Background: an optimization exercise with open tools, aiming at small area and a short achievable clock period. Do not read the settings as production practice. In this exercise RTL edits were held to simulation tests only and were not proved equivalent to the original. No activity file was given, so power comes from the tool's default toggle rates.

**flow/config.mk**
```make
export PLATFORM = sky130hd
export DESIGN_NAME = proto_rx
export DESIGN_NICKNAME = proto_rx
export VERILOG_FILES = /design/flow/design.v
export SDC_FILE = /design/flow/constraint.sdc
export NUM_CORES = 4
export LEC_CHECK = 0
export CAP_MARGIN = 0
export CORE_MARGIN = 2
export CORE_UTILIZATION = 70
export SETUP_SLACK_MARGIN = 5
export SLEW_MARGIN = 0
```
**flow/constraint.sdc**
```tcl
create_clock -name core_clock -period 8.0 [get_ports {clk}]
set_input_delay 1.6000 -clock core_clock [delete_from_list [all_inputs] [get_ports {clk}]]
set_output_delay 1.6000 -clock core_clock [all_outputs]
set_load 0.01 [all_outputs]
```
**flow/design.v**
```verilog
module proto_rx (
    input  wire         clk,
    input  wire         rst,             
    input  wire         rx_valid,
    input  wire [7:0]   rx_byte,
    input  wire         sync_wait,       
    output reg          frame_valid,
    output reg  [1:0]   frame_status,    
    output wire [15:0]  frame_len,
    output wire [15:0]  frame_rid,
    output wire [15:0]  frame_sid,
    output wire [15:0]  frame_cmd,
    output wire [15:0]  frame_seq,
    output reg          ev_valid,
    output reg  [2:0]   ev_code,         
    output reg  [119:0] ev_data,
    output reg          diag_valid,
    output reg          diag_stale,
    output reg          diag_large,
    output wire [15:0]  diag_diff,
    output reg  [15:0]  expected_next,
    output reg  [31:0]  missing_count
);
    localparam [7:0]  START_BYTE = 8'hAA;
    localparam [7:0]  TOK_HI     = 8'hAB;
    localparam [7:0]  TOK_LO     = 8'hCD;
    localparam [2:0] S_LH = 3'd4,    
                     S_LL = 3'd5,    
                     S_BD = 3'd6;    
    reg  [2:0]   st;             
    reg  [15:0]  k;              
    reg          lst;            
    reg  [15:0]  len;
    reg  [15:0]  rid, sid, cmd, seq;
    reg  [15:0]  crc;            
    reg          t_ab, t_abcd, t_tail;   
    reg          tok45;          
    reg  [16:0]  dif;            
    integer i;
    wire        in_body   = (st == S_BD);
    wire        k_small   = (k[15:5] == 11'd0);
    wire [15:0] len_lo    = {len[15:8], rx_byte};
    wire        last_ll   = (st == S_LL) && (len_lo == 16'd0);
    wire        last_bd   = in_body && lst;
    wire        hdr       = rx_valid && in_body && k_small;
    wire        clr7      = (k[4:0] == 5'd8);
    wire [7:0]  wbus      = rx_byte & {8{~clr7}};    
    wire is_short   = (len < 16'd10);
    wire n_ge1      = (len >= 16'd11);
    wire n_ge6      = (len >= 16'd16);
    wire n_ge15     = (len >= 16'd25);
    wire c_ping     = (cmd == 16'h0001);
    wire c_snap     = (cmd == 16'h8002);
    wire c_ss       = (cmd == 16'h0003);
    wire c_ssack    = (cmd == 16'h8003);
    wire c_power    = (cmd == 16'h8100);
    wire c_play     = (cmd == 16'h8101);
    wire c_file     = (cmd == 16'h0200);
    wire c_config   = (cmd == 16'h0300);
    wire c_unknown  = !(c_ping | c_snap | c_ss | c_ssack | c_power | c_play | c_file | c_config);
    reg f_ss, f_unk;
    wire e_snap     = (ev_code == 3'd4);
    wire e_power    = (ev_code == 3'd1);
    wire e_play     = (ev_code == 3'd2);
    wire e_ssack    = (ev_code == 3'd5);
    wire shortcut   = f_ss && n_ge6 && t_tail;
    wire stale      = dif[16] && dif[15] && !shortcut;
    wire [7:0]  crc_x    = crc[15:8] ^ rx_byte;
    wire [7:0]  crc_y    = crc_x ^ {4'd0, crc_x[7:4]};
    wire [15:0] crc_next = {crc[7:0], 8'd0} ^ {crc_y[3:0], 12'd0} ^ {3'd0, crc_y, 5'd0} ^ {8'd0, crc_y};
    wire crc_ok     = (crc[7:0] == 8'h00) && (crc_x == 8'h00);
    wire dispatch   = !stale && crc_ok;
    wire ev_any     = (e_snap && n_ge15) || ((e_power || e_play) && n_ge1) ||
                      (e_ssack && sync_wait) || f_unk;
    wire dif_nz     = (dif[15:0] != 16'd0);
    wire fin        = last_bd && !is_short;
    wire clr_pre    = fin && !stale && ((f_ss && n_ge6 && tok45) || (e_ssack && sync_wait));
    wire kill       = rst || (rx_valid && crc_ok && clr_pre);
    wire upd_e      = rx_valid && fin && !stale;
    wire upd_mc     = upd_e && !shortcut;
    wire [15:0] e_new = shortcut ? 16'd0 : seq + 16'd1;
    assign frame_len  = len;
    assign frame_rid  = rid;
    assign frame_sid  = sid;
    assign frame_cmd  = cmd;
    assign frame_seq  = seq;
    assign diag_diff  = dif[15:0];
    always @(posedge clk) begin
        dif        <= {1'b0, seq} - {1'b0, expected_next};
        diag_stale <= dif[16] & dif[15];
        diag_large <= !(dif[16] & dif[15]) && (dif[15:2] != 14'd0);
        if (kill)
            expected_next <= 16'd0;
        else if (upd_e)
            expected_next <= e_new;
        if (kill)
            missing_count <= 32'd0;
        else if (upd_mc)
            missing_count <= missing_count + {16'd0, dif[15:0]};
        frame_status <= (st == S_LL || is_short) ? 2'd1 :
                        stale ? 2'd2 : crc_ok ? 2'd0 : 2'd3;
        f_ss       <= c_ss;
        f_unk      <= c_unknown;
        ev_code    <= c_snap  ? 3'd4 :
                      c_power ? 3'd1 :
                      c_play  ? 3'd2 :
                      c_ssack ? 3'd5 : 3'd3;
        if (rx_valid) begin
            t_ab   <= (rx_byte == TOK_HI);
            t_abcd <= t_ab && (rx_byte == TOK_LO);
            t_tail <= t_abcd;
            case (st)
                S_LH: len[15:8] <= rx_byte;
                S_LL: len[7:0]  <= rx_byte;
                default: ;
            endcase
            if (st == S_LL) begin
                k   <= 16'd1;
                lst <= (len_lo == 16'd1);
                crc <= 16'd0;
            end else if (in_body) begin
                k   <= k + 16'd1;
                lst <= (k + 16'd1 == len);
                crc <= crc_next;
            end
        end
        if (hdr) begin
            case (k[4:0])
                5'd1: rid[15:8] <= rx_byte;
                5'd2: rid[7:0]  <= rx_byte;
                5'd3: sid[15:8] <= rx_byte;
                5'd4: sid[7:0]  <= rx_byte;
                5'd5: cmd[15:8] <= rx_byte;
                5'd6: cmd[7:0]  <= rx_byte;
                5'd7: seq[15:8] <= rx_byte;
                5'd8: seq[7:0]  <= rx_byte;
                5'd14: tok45    <= t_ab && (rx_byte == TOK_LO);
                default: ;
            endcase
            for (i = 0; i < 13; i = i + 1)
                if (clr7 || (e_snap && k[4:0] == i + 9))
                    ev_data[119 - 8*i -: 8] <= wbus;
            if (clr7 || (e_snap && k[4:0] == 5'd22))
                ev_data[15:8] <= clr7 ? (f_unk ? cmd[15:8] : 8'd0) : rx_byte;
            if (clr7 || (e_snap && k[4:0] == 5'd23) || (e_play && k[4:0] == 5'd9))
                ev_data[7:1] <= clr7 ? (f_unk ? cmd[7:1] : 7'd0) : rx_byte[7:1];
            if (clr7 || (e_snap && k[4:0] == 5'd23) || ((e_play || e_power) && k[4:0] == 5'd9))
                ev_data[0] <= clr7 ? (f_unk & cmd[0]) :
                              e_power ? (rx_byte != 8'd0) : rx_byte[0];
        end
        if (rst) begin
            st            <= 3'd0;
            frame_valid   <= 1'b0;
            ev_valid      <= 1'b0;
            diag_valid    <= 1'b0;
        end else begin
            frame_valid <= 1'b0;
            ev_valid    <= 1'b0;
            diag_valid  <= 1'b0;
            if (rx_valid) begin
                if (!st[2]) begin
                    if (rx_byte == START_BYTE)
                        st <= st + 3'd1;         
                    else
                        st <= 3'd0;
                end else if (st == S_LH) begin
                    st <= S_LL;
                end else if (last_ll || last_bd) begin
                    st <= 3'd0;
                end else begin
                    st <= S_BD;
                end
                if (last_ll) begin
                    frame_valid  <= 1'b1;
                end else if (last_bd) begin
                    frame_valid <= 1'b1;
                    if (!is_short) begin
                        diag_valid   <= !shortcut && dif_nz;
                        ev_valid     <= dispatch && ev_any;
                    end
                end
            end
        end
    end
endmodule
```
**flow/flow/run.sh**
```bash
#!/bin/bash
# The standard layout, with the port buffers made from the smallest plain buffer
# and a clock tree of larger sink clusters without dummy balancing loads.
set -euo pipefail
export BUFFER_PORTS_ARGS="-buffer_cell sky130_fd_sc_hd__buf_1"
export CTS_ARGS="-sink_clustering_enable -repair_clock_nets -dont_use_dummy_load -sink_clustering_size 16 -sink_clustering_max_diameter 60 -buf_list {sky130_fd_sc_hd__clkbuf_8}"
bash standard.sh > standard.log 2>&1
```
**flow/standard.sh**
```bash
#!/bin/bash
# synth_recipe.tcl (not shown) runs the flow's synth.tcl, then flattens the netlist and writes it again
# the make line also repeats each setting of config.mk as NAME=value (left out here)
make -C /OpenROAD-flow-scripts/flow DESIGN_CONFIG=/design/flow/config.mk WORK_HOME=/design/flow/orfs CLKGATE_MAP_FILE= SYNTH_SCRIPT=/design/flow/synth_recipe.tcl "${@:-finish}"
```
==> qor.yml, run 1 <==
pwr:
  p_comb_share_pct: 2.6
  p_total_mw: 2.572
  pwr-share-clk_pct: 28.8
  p_int_mw: 2.050
  p_leak_nw: 5.109
  powerDensity_nw_per_um2: 166.1
  power_switching_mw: 0.5213
  sw_frac_of_total_pct: 20.27
  power_frac_seq_pct: 68.6
  irDropWorstVdd_mv: 0.1476
synthesis:
  synth_most_common_cell: "edfxtp_1"
  synth_mux_area_share_pct: 0.1469
  syn_inst: 1096
  yosys.area.top_type: "edfxtp_1"
  async_reset_ff_share_pct: 0
  synth_top_area_share_pct: 52.23
  synth_fa_ha_area_share_pct: 4.150
  synthTopCellsByArea: "edfxtp_1 (52%), dfxtp_1 (12%), ha_1 (3.9%), xnor2_1 (3.7%), xor2_1 (3.4%)"
  synth_common_cells: "edfxtp_1 (237), nor2_1 (111), dfxtp_1 (80)"
  ys_ff_latch: 317
  ys_warn_count: 1
  synth_simple_gate_area_share_pct: 13.60
  syn_nets: 1152
  synth_top_family_by_area: "simple AND/OR/NAND/NOR gates"
  synth_xor_area_share_pct: 7.070
  ys_dominant_reg_cell: "edfxtp_1"
  synth_edf_count: 237
  syn_area_sq_um: 13630
  synth-compound-area-share_pct: 8.080
  ys_seq_area_share_pct: 63.98
  synth_cell_type_count: 59
  avgSynthCellArea_sq_um: 12.43
clock_tree:
  cts-root-buf: "clkbuf_8"
  clock_latency_ps: 550
  clock_sinks: 317
  clk_pin_slew_ps: 100
  cts.path.max_buffers: 3
  htreeDepth: 1
  cts_made_buffers: 24
  cts_tree: "built"
route:
  drt_drc_violations_left: 0
  drt_iter0_drc: 941
  dr_wl_met2_mm: 16.63
  drt-wirelength-per-cell_microns: 21.13
  avgViaCountPerCell: 6.024
  routed-wl-met3_mm: 3.246
  wirelength_mm: 34.58
  dr.pass1.iters: 5
  top_layer: "met4"
  drtAntennaViolNets: 0
  dr_total_vias: 9855
  wl_met1_mm: 13.80
place:
  port_buffers: 285
  place.gp.congestion: 0.9166
  dpl_cell_area_sq_um: 14980
  hpwl_mm: 24.34
sta:
  fmax_ghz: 0.3346
  skew_ps: 34.81
  slew_viol_final: 0
  period_share_pct: 37.36
  worst_slew_pin_slew_ps: 1036
  finalHoldViolations: 0
  min_period_ps: 2989
  relSlewSlack_pct: 30.95
  fin_tns_setup_ps: 0
  rsz0062_at_grt: "true"
  setup_viol: 0
floorplanning:
  fp.dieArea_sq_um: 20600
  rows: 51
  core_area_sq_um: 19270
  pin_count: 286
  start_util_pct: 70.71
  fp.dieH_microns: 143.5
  die_w_microns: 143.5
status:
  status: "no timing/DRC/antenna violations"
global_route:
  grt_pass1_wl_mm: 50.89
  grt_use_total_pct: 32.82
  antenna_found_initial: 0
  grt_max_degree: 37
  grt_pass1_vias: 8872
  grt_overflow: 0
critical_path:
  start_kind: "input pin"
  crit_fanout: 14
  path_class: "in2reg"
  crit_required_ps: 8430
  endpoint_kind: "register"
  cp_top_family: "simple AND/OR/NAND/NOR gates"
  path_buf_inv: 2
  cp.arrival_ps: 3410
  slowest_delay_ps: 470
  crit_chain: "buf_1 -> buf_4 -> xnor2_1 -> nand4_1 -> nor4_4 -> a31o_2 -> nor2_1"
  crit_slowest_cell: "a31o_2"
flow_run:
  max_cap_viol_count: 0
hold_path:
  min_path_type: "reg2reg"
layout:
  antenna_cells: 0
  layout-drive-gt1-share_pct: 6.565
  nNetsFinal: 1429
  fill_cells: 1228
  postLayoutCellArea_sq_um: 15480
  area_delta_synth_final_pct: 13.62
registers in the layout, summed over array words and instances (netlist names), 3 cells and up:
name and count:
k 16, cmd 16, expected_next 16, ev_code 3, st 3, ev_data 120, seq 16, sid 16
crc 16, rid 16, len 16, missing_count 32, dif 17
stage by stage:
stage / setup WS (ps) / instances / hold WS, ps / utilization [%]
global placement: 3687 / 1607 / 408.4 / 77.72
floorplan: 4919 / 1096 / 400.3 / -
finish: 5011 / 1636 / 437.9 / 80.34
CTS: 5008 / 1635 / 441.0 / 79.99
detailed placement: 3647 / 1607 / 417.7 / 77.72
global route: 4960 / 1636 / 446.9 / 80.34
routing by layer:
layer	global-route usage (%)	vias to the layer above
met4	10.11	0
met1	46.52	4752
met3	4.199	63
met2	53.83	543
met5	0	-
li1	-	4497
logic make-up after synthesis:
kind of cell / after synthesis
compound gates: 170
xor+xnor: 110
buf+inv: 85
simple gates: 368
mux: 2
fa+ha+maj: 44
flops: 317
timing repair:
| action | 4_1_cts | 5_1_grt |
|---|---|---|
| hold buffers | 0 | 0 |
| endpoints found under the setup margin | 287 | 71 |
| buffers inserted | 3 | 0 |
| pin swaps | 1 | 1 |
| gates resized for setup | 16 | 13 |
| cloned | 1 | 1 |
area by class of cell:
class	count	area, sq um	share of cell area, %
Clock buffer	24	330.3	2.134
Inverter	37	138.9	0.8970
Multi-Input combinational cell	696	4787	30.92
Sequential cell	317	8718	56.31
Tap cell	265	331.6	2.142
Timing Repair Buffer	297	1176	7.597
worst reg2reg max path: cells and delay by family (launching register included):
| family | cells | cell delay [ps] |
|---|---|---|
| adder cells (fa/ha/maj) | 2 | 670 |
| AND/OR/NAND/NOR | 5 | 900 |
| flip-flops | 1 | 510 |
| AO/OA/AOI/OAI | 2 | 430 |
| XOR/XNOR | 1 | 180 |
worst paths after layout:
kind              startpoint               end  slack, ps  cells after the start
setup / recovery  rx_byte[2]  expected_next[0]       5010                      7
hold / removal        t_abcd            t_tail        440                      0
setup reg to reg        k[0]               lst       5160                     10
hold reg to reg       t_abcd            t_tail        440                      0
power groups by stage:
stage	Combinational [mW]	Sequential [mW]	Clock, mW
3_5_place_dp	0.0618	1.80	0
6_report	0.0667	1.76	0.742
2_1_floorplan	0.0322	1.80	0
3_3_place_gp	0.0603	1.80	0
4_1_cts	0.0635	1.76	0.745
5_1_grt	0.0711	1.76	0.792
layout by cell type (no fill, tap or decap), types with 25 or more instances in the layout:
cell / count
nor2_1: 105
nand2_1: 74
nor3_1: 25
nand3_1: 32
xor2_1: 53
edfxtp_1: 237
a21oi_1: 45
ha_1: 41
buf_1: 284
xnor2_1: 53
dfxtp_1: 80
inv_1: 37
==> inputs of run 2 (changes only) <==
--- a/flow/config.mk
+++ b/flow/config.mk
@@ -7,6 +7,7 @@
 export LEC_CHECK = 0
 export CAP_MARGIN = 0
 export CORE_MARGIN = 2
-export CORE_UTILIZATION = 70
+export CORE_UTILIZATION = 75
 export SETUP_SLACK_MARGIN = 5
 export SLEW_MARGIN = 0
+export TNS_END_PERCENT = 50
==> qor.yml, run 2 <==
floorplanning:
  fp.dieH_microns: 138.8  # was 143.5 microns
  pin_count: 286  # unchanged
  start_util_pct: 76.12  # was 70.71%
  die_w_microns: 138.8  # was 143.5 microns
  fp.dieArea_sq_um: 19260  # was 20,600 sq um
  rows: 49  # was 51
  core_area_sq_um: 17900  # was 19,270 sq um
route:
  drt_drc_violations_left: 0  # unchanged
  dr_total_vias: 10400  # was 9,855
  drt_iter0_drc: 1270  # was 941
  dr.pass1.iters: 5  # unchanged
  drtAntennaViolNets: 0  # unchanged
  drt-wirelength-per-cell_microns: 23.47  # was 21.13 microns
  wirelength_mm: 37.56  # was 34.58 mm
  avgViaCountPerCell: 6.497  # was 6.024
sta:
  fmax_ghz: 0.3285  # was 0.3346 GHz
  setup_slack_ps: 4956  # was 5011 ps
  finalHoldViolations: 0  # unchanged
  relSlewSlack_pct: 32.20  # was 30.95%
  setup_viol: 0  # unchanged
  min_period_ps: 3044  # was 2989 ps
  skew_ps: 51.75  # was 34.81 ps
  slew_viol_final: 0  # unchanged
  worst_slew_pin_slew_ps: 1017  # was 1036 ps
  period_share_pct: 38.05  # was 37.36%
  fin_tns_setup_ps: 0  # unchanged
  rsz0062_at_grt: "true"  # unchanged
place:
  port_buffers: 285  # unchanged
  place.gp.congestion: 0.9047  # was 0.9166
  dp_slack_ps: 3517  # was 3647 ps
  hpwl_mm: 25.81  # was 24.34 mm
hold_path:
  min_path_cells: 0  # unchanged
  hold_start: "t_abcd"  # unchanged
  holdPathEnd: "t_tail"  # unchanged
  min_path_type: "reg2reg"  # unchanged
critical_path:
  r2r_setup_slack_ps: 5100  # was 5160 ps
  regToRegStartpoint: "k[0]"  # unchanged
  r2r-end: "lst"  # unchanged
  cp.arrival_ps: 3470  # was 3410 ps
  start_kind: "input pin"  # unchanged
  ff2ff_path_depth: 10  # unchanged
  path_class: "in2reg"  # unchanged
  crit_path_start: "rx_valid"  # was rx_byte[2]
  crit_fanout: 36  # was 14
  crit_required_ps: 8420  # was 8430 ps
  endpoint_kind: "register"  # unchanged
flow_run:
  max_cap_viol_count: 0  # unchanged
synthesis:
  syn_inst: 1096  # unchanged
  synth_common_cells: "edfxtp_1 (237), nor2_1 (111), dfxtp_1 (80)"  # unchanged
  ys_warn_count: 1  # unchanged
  synth_xor_area_share_pct: 7.070  # unchanged
  synth_top_area_share_pct: 52.23  # unchanged
  avgSynthCellArea_sq_um: 12.43  # unchanged
  yosys.area.top_type: "edfxtp_1"  # unchanged
  synth_simple_gate_area_share_pct: 13.60  # unchanged
  synth_fa_ha_area_share_pct: 4.150  # unchanged
  ys_seq_area_share_pct: 63.98  # unchanged
  async_reset_ff_share_pct: 0  # unchanged
  syn_area_sq_um: 13630  # unchanged
  synth-compound-area-share_pct: 8.080  # unchanged
  synth_top_family_by_area: "simple AND/OR/NAND/NOR gates"  # unchanged
  synth_edf_count: 237  # unchanged
  synthTopCellsByArea: "edfxtp_1 (52%), dfxtp_1 (12%), ha_1 (3.9%), xnor2_1 (3.7%), xor2_1 (3.4%)"  # unchanged
  synth_cell_type_count: 59  # unchanged
  syn_nets: 1152  # unchanged
  synth_mux_area_share_pct: 0.1469  # unchanged
  ys_ff_latch: 317  # unchanged
  synth_most_common_cell: "edfxtp_1"  # unchanged
  ys_dominant_reg_cell: "edfxtp_1"  # unchanged
global_route:
  grt_pass1_vias: 9987  # was 8,872
  grt_pass1_wl_mm: 56.37  # was 50.89 mm
  grt_max_degree: 37  # unchanged
  grt_overflow: 0  # unchanged
  antenna_found_initial: 0  # unchanged
  grt_use_total_pct: 37.93  # was 32.82%
layout:
  largestRegisters: "ev_data (120), missing_count (32), dif (17)"  # unchanged
  nNetsFinal: 1429  # unchanged
  final_cell_mix: "buf_1 (284), edfxtp_1 (237), nor2_1 (104), dfxtp_1 (80), nand2_1 (75)"  # was buf_1 (284), edfxtp_1 (237), nor2_1 (105), dfxtp_1 (80), nand2_1 (74)
  multi_input_area_sq_um: 4782  # was 4787 sq um
  layout-drive-gt1-share_pct: 5.981  # was 6.565%
  regArea_sq_um: 8718  # unchanged
  antenna_cells: 0  # unchanged
  largest_reg_flops: 120  # unchanged
  top_register: "ev_data"  # unchanged
  final_common_cell: "buf_1"  # unchanged
  area_delta_synth_final_pct: 13.18  # was 13.62%
  fill_cells: 893  # was 1,228
clock_tree:
  cts_tree: "built"  # unchanged
  clock_latency_ps: 590  # was 550 ps
  htreeDepth: 1  # unchanged
  clock_sinks: 317  # unchanged
  cts-root-buf: "clkbuf_8"  # unchanged
  cts_made_buffers: 23  # was 24
  clk_pin_slew_ps: 100  # about the same
  cts.path.max_buffers: 3  # unchanged
pwr:
  power_frac_seq_pct: 68.5  # was 68.6%
  pwr-share-clk_pct: 28.9  # was 28.8%
  powerDensity_nw_per_um2: 166.8  # was 166.1 nW/um^2
  p_total_mw: 2.573  # was 2.572 mW
  p_int_mw: 2.039  # was 2.050 mW
  p_leak_nw: 5.096  # was 5.109 nW
  sw_frac_of_total_pct: 20.75  # was 20.27%
  p_comb_share_pct: 2.6  # about the same
  power_switching_mw: 0.5338  # was 0.5213 mW
  irDropWorstVdd_mv: 0.1963  # was 0.1476 mV
status:
  status: "no timing/DRC/antenna violations"  # unchanged
## run 2: cell counts after synthesis
Identical to the previous run, type by type.
## run 2: cell families (layout without fill, tap and decap cells)
family / Yosys count / in the layout
AO/OA/AOI/OAI: 170 / 172
XOR/XNOR: 110 / 110
adder cells (fa/ha/maj): 44 / 44
buffers and inverters: 85 / 358
flip-flops: 317 / 317
multiplexers: 2 / 2
AND/OR/NAND/NOR: 368 / 368
## run 2: layer usage
layer,global-route usage (%),wire (microns),vias up
li1,-,-,4505
met1,49.82,13000,4945
met2,64.17,18720,811
met3,5.663,4201,134
met4,16.00,1631,0
met5,0,0,-
## run 2: critical path, cell delays in order
cell and delay, ps:
buf_2 210, nand2_1 170, nor2_2 190, and4_1 270
buf_12 220, nand3_2 130, or3_1 410, xor2_1 190
nor2_1 60
## run 2: worst max path at each step
| stage | endpoint | slack [ps] | cells past startpoint |
|---|---|---|---|
| 6_report | missing_count[27] | 4960 | 9 |
| 5_1_grt | lst | 4900 | 10 |
| 4_1_cts | lst | 4980 | 10 |
| 3_5_place_dp | sid[4] | 3520 | 6 |
| 3_3_place_gp | sid[1] | 3590 | 6 |
| 2_1_floorplan | ev_data[100] | 4870 | 7 |
## run 2: power groups by stage
stage          registers [mW]  clock network [mW]  logic [mW]
6_report                 1.76               0.743      0.0671
5_1_grt                  1.76               0.783      0.0706
4_1_cts                  1.76               0.739      0.0635
3_5_place_dp             1.80                   0      0.0612
3_3_place_gp             1.80                   0      0.0589
2_1_floorplan            1.80                   0      0.0315
## run 2: area by class of cell
cell class                      instances  share of cell area, %
Clock buffer                           23                  2.052
Inverter                               37                 0.9005
Multi-Input combinational cell        696                  31.01
Timing Repair Buffer                  298                  7.658
Tap cell                              229                  1.858
Sequential cell                       317                  56.53
## run 2: metrics by stage
step	hold slack, ps	cells	area (sq um)	util [%]
detailed placement	417.6	1571	14900	83.22
global route	449.8	1600	15420	86.15
floorplan	400.3	1096	13760	-
finish	435.4	1600	15420	86.15
global placement	406.9	1571	14900	83.22
CTS	436.4	1597	15350	85.72
## run 2: repair_timing
action | 4_1_cts | 5_1_grt
pin swaps | 1 | 1
hold buffers | 0 | 0
cloned | 1 | 1
buffers inserted | 2 | 2
endpoints found under the hold margin | 0 | 0
endpoints found under the setup margin | 274 | 116
resized for setup | 23 | 11
==> inputs of run 3 (changes only) <==
--- a/flow/config.mk
+++ b/flow/config.mk
@@ -7,7 +7,7 @@
 export LEC_CHECK = 0
 export CAP_MARGIN = 0
 export CORE_MARGIN = 2
-export CORE_UTILIZATION = 75
+export CORE_UTILIZATION = 65
 export SETUP_SLACK_MARGIN = 5
 export SLEW_MARGIN = 0
 export TNS_END_PERCENT = 50
==> qor.yml, run 3 <==
status:
  status: "no timing/DRC/antenna violations"  # unchanged
sta:
  rsz0062_at_grt: "true"  # unchanged
  finalHoldViolations: 0  # unchanged
  fmax_ghz: 0.3368  # was 0.3285 GHz
  relSlewSlack_pct: 23.68  # was 32.20%
  skew_ps: 66.07  # was 51.75 ps
  fin_tns_setup_ps: 0  # unchanged
  setup_viol: 0  # unchanged
  setup_slack_ps: 5031  # was 4956 ps
  period_share_pct: 37.11  # was 38.05%
  worst_slew_pin_slew_ps: 1133  # was 1017 ps
  min_period_ps: 2969  # was 3044 ps
  slew_viol_final: 0  # unchanged
layout:
  largest_reg_flops: 120  # unchanged
  final_core_utilization_pct: 75.77  # was 86.15%
  final_common_cell: "buf_1"  # unchanged
  fill_cells: 1420  # was 893
  antenna_cells: 0  # unchanged
  final_cell_mix: "buf_1 (284), edfxtp_1 (237), nor2_1 (105), dfxtp_1 (80), nand2_1 (75)"  # was buf_1 (284), edfxtp_1 (237), nor2_1 (104), dfxtp_1 (80), nand2_1 (75)
  largestRegisters: "ev_data (120), missing_count (32), dif (17)"  # unchanged
  area_delta_synth_final_pct: 13.59  # was 13.18%
  layout-drive-gt1-share_pct: 5.972  # was 5.981%
  nNetsFinal: 1431  # was 1,429
  top_register: "ev_data"  # unchanged
global_route:
  grt_pass1_wl_mm: 52.41  # was 56.37 mm
  grt_max_degree: 37  # unchanged
  grt_overflow: 0  # unchanged
  grt_use_total_pct: 31.37  # was 37.93%
  grt_pass1_vias: 9157  # was 9,987
  gr-usage-met2_pct: 50.49  # was 64.17%
  use_met1_pct: 44.24  # was 49.82%
  antenna_found_initial: 0  # unchanged
  top_usage_layer: "met2"  # unchanged
  grt_util_met3_pct: 4.985  # was 5.663%
floorplanning:
  rows: 52  # was 49
  pin_count: 286  # unchanged
  start_util_pct: 66.70  # was 76.12%
  fp.dieArea_sq_um: 22140  # was 19,260 sq um
  fp.dieH_microns: 148.8  # was 138.8 microns
  core_area_sq_um: 20430  # was 17,900 sq um
  die_w_microns: 148.8  # was 138.8 microns
route:
  drtAntennaViolNets: 0  # unchanged
  dr_total_vias: 9857  # was 10,400
  avgViaCountPerCell: 5.999  # was 6.497
  drt_iter0_drc: 806  # was 1,270
  drt_drc_violations_left: 0  # unchanged
  wirelength_mm: 35.47  # was 37.56 mm
  dr.pass1.iters: 5  # unchanged
  drt-wirelength-per-cell_microns: 21.59  # was 23.47 microns
pwr:
  irDropWorstVdd_mv: 0.1502  # was 0.1963 mV
  p_leak_nw: 5.116  # was 5.096 nW
  powerDensity_nw_per_um2: 166.3  # was 166.8 nW/um^2
synthesis:
  yosys.area.top_type: "edfxtp_1"  # unchanged
  avgSynthCellArea_sq_um: 12.43  # unchanged
  ys_dominant_reg_cell: "edfxtp_1"  # unchanged
  synth-compound-area-share_pct: 8.080  # unchanged
  synth_top_family_by_area: "simple AND/OR/NAND/NOR gates"  # unchanged
  synth_fa_ha_area_share_pct: 4.150  # unchanged
  synth_simple_gate_area_share_pct: 13.60  # unchanged
  synth_top_area_share_pct: 52.23  # unchanged
  async_reset_ff_share_pct: 0  # unchanged
  synth_common_cells: "edfxtp_1 (237), nor2_1 (111), dfxtp_1 (80)"  # unchanged
  syn_nets: 1152  # unchanged
  synth_cell_type_count: 59  # unchanged
  synth_xor_area_share_pct: 7.070  # unchanged
  ys_seq_area_share_pct: 63.98  # unchanged
  synthTopCellsByArea: "edfxtp_1 (52%), dfxtp_1 (12%), ha_1 (3.9%), xnor2_1 (3.7%), xor2_1 (3.4%)"  # unchanged
  ys_warn_count: 1  # unchanged
  syn_inst: 1096  # unchanged
  synth_mux_area_share_pct: 0.1469  # unchanged
  syn_area_sq_um: 13630  # unchanged
  synth_edf_count: 237  # unchanged
  ys_ff_latch: 317  # unchanged
  synth_most_common_cell: "edfxtp_1"  # unchanged
clock_tree:
  cts_tree: "built"  # unchanged
  cts_made_buffers: 24  # was 23
  clock_sinks: 317  # unchanged
  htreeDepth: 1  # unchanged
  ctsHoldBuffers: 0  # unchanged
  cts.path.max_buffers: 3  # unchanged
  clk_pin_slew_ps: 100  # about the same
  clock_latency_ps: 580  # was 590 ps
  cts-root-buf: "clkbuf_8"  # unchanged
critical_path:
  cp.arrival_ps: 3430  # was 3470 ps
  r2r_setup_slack_ps: 5160  # was 5100 ps
  crit_fanout: 15  # was 36
  crit_required_ps: 8460  # was 8420 ps
  endpoint_kind: "register"  # unchanged
  path_class: "in2reg"  # unchanged
  start_kind: "input pin"  # unchanged
place:
  place.gp.congestion: 0.9150  # was 0.9047
  port_buffers: 285  # unchanged
  hpwl_mm: 24.54  # was 25.81 mm
  dp_slack_ps: 3400  # was 3517 ps
flow_run:
  max_cap_viol_count: 0  # unchanged
hold_path:
  min_path_type: "reg2reg"  # unchanged
run 3: worst max-delay path, stage by stage:
cell and delay (ps):
buf_1 70, buf_4 210, xnor2_2 300, nand4_1 230, nor4_4 290, buf_4 210, a31o_2 430, nor2_1 90
run 3: final timing paths:
path | to | cells after the start | from
setup reg to reg | lst | 10 | k[0]
setup / recovery | expected_next[10] | 8 | rx_byte[4]
hold / removal | t_tail | 0 | t_abcd
hold reg to reg | t_tail | 0 | t_abcd
run 3: layout make-up:
class / instances / area (sq um) / share of cell area [%]
Clock buffer: 24 / 330.3 / 2.134
Multi-Input combinational cell: 697 / 4770 / 30.81
Timing Repair Buffer: 298 / 1184 / 7.647
Tap cell: 270 / 337.8 / 2.183
Sequential cell: 317 / 8718 / 56.33
Inverter: 37 / 138.9 / 0.8973
run 3: through the flow:
step / hold slack, ps / instance area [sq um] / total power, mW / cells
after global placement: 403.6 / 14950 / 1.861 / 1612
after global routing: 457.9 / 15480 / 2.639 / 1643
after floorplan: 400.3 / 13760 / 1.832 / 1096
final: 450.2 / 15480 / 2.575 / 1643
after CTS: 454.9 / 15410 / 2.581 / 1641
after detailed placement: 430.4 / 14950 / 1.863 / 1612
run 3: per-layer routing:
metal,up-vias,share of wire (%)
li1,4495,-
met4,0,3.3
met1,4805,40
met5,-,0
met2,486,48
met3,71,9.3
run 3: kinds of logic after synthesis:
kind of cell	count (synthesis)
AOI/OAI and AO/OA	170
buffers and inverters	85
xor gates and xnor gates	110
adders and majority gates	44
DFF	317
and+or+nand+nor	368
muxes	2
run 3: power by group:
| group | internal [mW] | switching, mW |
|---|---|---|
| clock network | 0.269 | 0.474 |
| logic | 0.0188 | 0.0493 |
| registers | 1.76 | 0.000851 |
run 3: timing repair:
item	4_1_cts	5_1_grt
gates cloned	2	1
buffers inserted	3	1
pin swaps	1	1
gates resized for setup	16	15
endpoints found under the setup margin	246	145
==> inputs of run 4 (changes only) <==
--- a/flow/config.mk
+++ b/flow/config.mk
@@ -7,7 +7,7 @@
 export LEC_CHECK = 0
 export CAP_MARGIN = 0
 export CORE_MARGIN = 2
-export CORE_UTILIZATION = 65
+export CORE_UTILIZATION = 70
 export SETUP_SLACK_MARGIN = 5
 export SLEW_MARGIN = 0
 export TNS_END_PERCENT = 50
==> qor.yml, run 4 <==
sta:
  min_period_ps: 2893  # was 2969 ps
  fin_tns_setup_ps: 0  # unchanged
  slew_viol_final: 0  # unchanged
  rsz0062_at_grt: "false"  # was true
  relSlewSlack_pct: 13.19  # was 23.68%
  finalHoldViolations: 0  # unchanged
  hold_ws_ps: 438.0  # was 450.2 ps
  setup_viol: 0  # unchanged
  setup_slack_ps: 5107  # was 5031 ps
  period_share_pct: 36.17  # was 37.11%
  fmax_ghz: 0.3456  # was 0.3368 GHz
  skew_ps: 49.45  # was 66.07 ps
  worst_slew_pin_slew_ps: 1289  # was 1133 ps
layout:
  top_register: "ev_data"  # unchanged
  multi_input_area_sq_um: 4800  # was 4770 sq um
  final_cell_mix: "buf_1 (284), edfxtp_1 (237), nor2_1 (104), dfxtp_1 (80), nand2_1 (75)"  # was buf_1 (284), edfxtp_1 (237), nor2_1 (105), dfxtp_1 (80), nand2_1 (75)
  final_core_utilization_pct: 80.66  # was 75.77%
  layout-drive-gt1-share_pct: 6.459  # was 5.972%
  regArea_sq_um: 8718  # unchanged
  final_common_cell: "buf_1"  # unchanged
  largest_reg_flops: 120  # unchanged
  stdcell_count: 1643  # unchanged
  fill_cells: 1240  # was 1,420
  antenna_cells: 0  # unchanged
  largestRegisters: "ev_data (120), missing_count (32), dif (17)"  # unchanged
  nNetsFinal: 1436  # was 1,431
  area_delta_synth_final_pct: 14.07  # was 13.59%
pwr:
  p_leak_nw: 5.144  # was 5.116 nW
  powerDensity_nw_per_um2: 166.4  # was 166.3 nW/um^2
  irDropWorstVdd_mv: 0.1352  # was 0.1502 mV
synthesis:
  yosys.area.top_type: "edfxtp_1"  # unchanged
  syn_inst: 1096  # unchanged
  synth_edf_count: 237  # unchanged
  synthTopCellsByArea: "edfxtp_1 (52%), dfxtp_1 (12%), ha_1 (3.9%), xnor2_1 (3.7%), xor2_1 (3.4%)"  # unchanged
  syn_nets: 1152  # unchanged
  ys_ff_latch: 317  # unchanged
  syn_area_sq_um: 13630  # unchanged
  ys_warn_count: 1  # unchanged
  synth_top_area_share_pct: 52.23  # unchanged
  ys_dominant_reg_cell: "edfxtp_1"  # unchanged
  synth_most_common_cell: "edfxtp_1"  # unchanged
  avgSynthCellArea_sq_um: 12.43  # unchanged
  ys_seq_area_share_pct: 63.98  # unchanged
  synth_cell_type_count: 59  # unchanged
  synth_common_cells: "edfxtp_1 (237), nor2_1 (111), dfxtp_1 (80)"  # unchanged
  async_reset_ff_share_pct: 0  # unchanged
route:
  drt-wirelength-per-cell_microns: 21.37  # was 21.59 microns
  avgViaCountPerCell: 6.041  # was 5.999
  wirelength_mm: 35.11  # was 35.47 mm
  dr_total_vias: 9926  # was 9,857
  drtAntennaViolNets: 0  # unchanged
  drt_drc_violations_left: 0  # unchanged
  drt_iter0_drc: 765  # was 806
  dr.pass1.iters: 6  # was 5
global_route:
  grt_util_met3_pct: 4.798  # was 4.985%
  grt_overflow: 0  # unchanged
  antenna_found_initial: 0  # unchanged
  grt_pass1_wl_mm: 52.21  # was 52.41 mm
  use_met1_pct: 47.37  # was 44.24%
  grt_max_degree: 37  # unchanged
  grt_use_total_pct: 33.78  # was 31.37%
  gr-usage-met2_pct: 55.34  # was 50.49%
  top_usage_layer: "met2"  # unchanged
  grt_pass1_vias: 9158  # was 9,157
clock_tree:
  cts_made_buffers: 25  # was 24
  htreeDepth: 1  # unchanged
  cts-root-buf: "clkbuf_8"  # unchanged
  cts.path.max_buffers: 3  # unchanged
  clock_sinks: 317  # unchanged
  cts_tree: "built"  # unchanged
  clk_pin_slew_ps: 100  # about the same
  clock_latency_ps: 570  # was 580 ps
place:
  port_buffers: 285  # unchanged
  dp.cells: 1608  # was 1,612
  place.gp.congestion: 0.8593  # was 0.9150
  hpwl_mm: 24.41  # was 24.54 mm
  dp_slack_ps: 3532  # was 3400 ps
status:
  status: "no timing/DRC/antenna violations"  # unchanged
critical_path:
  endpoint_kind: "register"  # unchanged
  path_class: "in2reg"  # unchanged
  r2r-end: "ev_data[3]"  # was lst
  critPathCapture: "st[1]"  # was expected_next[10]
  crit_path_start: "rx_byte[3]"  # was rx_byte[4]
  r2r_setup_slack_ps: 5110  # was 5160 ps
  regToRegStartpoint: "k[2]"  # was k[0]
  crit_fanout: 14  # was 15
  ff2ff_path_depth: 5  # was 10
  start_kind: "input pin"  # unchanged
  cp.arrival_ps: 3320  # was 3430 ps
  crit_required_ps: 8430  # was 8460 ps
floorplanning:
  rows: 51  # was 52
  start_util_pct: 70.71  # was 66.70%
  fp.dieH_microns: 143.5  # was 148.8 microns
  fp.dieArea_sq_um: 20600  # was 22,140 sq um
  core_area_sq_um: 19270  # was 20,430 sq um
  die_w_microns: 143.5  # was 148.8 microns
  pin_count: 286  # unchanged
hold_path:
  min_path_type: "reg2reg"  # unchanged
flow_run:
  max_cap_viol_count: 0  # unchanged
==> run 4: cell counts after synthesis <==
Identical to the previous run, type by type.
==> run 4: cell type report <==
cell class	count	area share [%]
Clock buffer	25	2.214
Inverter	37	0.8935
Multi-Input combinational cell	697	30.88
Sequential cell	317	56.09
Tap cell	265	2.133
Timing Repair Buffer	302	7.792
==> run 4: worst min path at each step <==
| stage | start | to | slack (ps) | cells past startpoint |
|---|---|---|---|---|
| global route | t_abcd | t_tail | 430 | 0 |
| CTS | t_abcd | t_tail | 430 | 0 |
| global placement | t_abcd | t_tail | 400 | 0 |
| detailed placement | t_abcd | t_tail | 410 | 0 |
| floorplan | t_abcd | t_tail | 400 | 0 |
| finish | t_abcd | t_tail | 440 | 0 |
==> run 4: worst max-delay path: stages <==
cell       delay (ps)
buf_1             120
buf_4             220
nor3_1            200
nand3_1           230
nor4_1            510
a2111oi_0         140
a31oi_1           180
a211oi_1          100
==> run 4: logic make-up (layout without fill, tap and decap cells) <==
family / after synthesis / count (layout) / share of synthesized area [%]
AOI/OAI and AO/OA: 170 / 173 / 8.080
DFF: 317 / 317 / 63.98
muxes: 2 / 2 / 0.1469
and+or+nand+nor: 368 / 368 / 13.60
adders and majority gates: 44 / 44 / 4.150
xor gates and xnor gates: 110 / 110 / 7.070
buffers and inverters: 85 / 364 / 2.975
==> run 4: power by group <==
part           internal, mW  switching, mW  total, mW  leakage, nW
clock network         0.280          0.477      0.757        0.180
registers              1.76       0.000789       1.76         2.74
logic                0.0189         0.0480     0.0668         2.22
total                  2.06          0.526       2.59         5.14
==> run 4: timing repair <==
action,4_1_cts,5_1_grt
buffers inserted,7,0
hold buffers,0,0
endpoints found under the setup margin,233,66
resized for setup,24,11
pin swaps,3,0
cloned,3,0
==> run 4: stage by stage <==
stage | total power, mW | instance area, sq um
after floorplan | 1.832 | 13760
after global placement | 1.860 | 14950
after detailed placement | 1.861 | 14950
after CTS | 2.583 | 15500
after global routing | 2.643 | 15540
final | 2.587 | 15540
==> run 4: per-layer routing <==
metal  routed length (microns)  vias up
li1                          -     4518
met4                      1051        0
met5                         0        -
met1                     13760     4752
met3                      3379       81
met2                     16920      575

re-timing with driven ports:
The flow's constraints put no driver on any port. The routed layouts listed below were extracted and timed again, unchanged, in two steps. Step 1, drivers: a clkbuf_16 drives clk and a buf_2 each remaining input, both assumed. Step 2 also shifts input and output timing later by t, the mid clock arrival at the registers, as if the neighbouring blocks saw the same clock. Three values: no drivers, after step 1, after step 2; two values: the first two.
| run | t (ns) | setup slack, ns | worst setup path after step 2 | worst slew at a driven data input, ns |
|---|---|---|---|---|
| run 1 | 0.579 | 5.011 / 5.036 / 4.458 | input to register | 0.04 |
| run 2 | 0.602 | 4.956 / 4.962 / 4.360 | input to register | 0.04 |
| run 3 | 0.589 | 5.031 / 5.039 / 4.467 | input to register | 0.04 |
| run 4 | 0.591 | 5.107 / 5.077 / 4.530 | input to register | 0.04 |
After both steps every run listed still meets setup and hold. For run 2, which loses most, drivers alone change the setup slack by +0.006 ns; drivers and shift together by -0.596 ns.
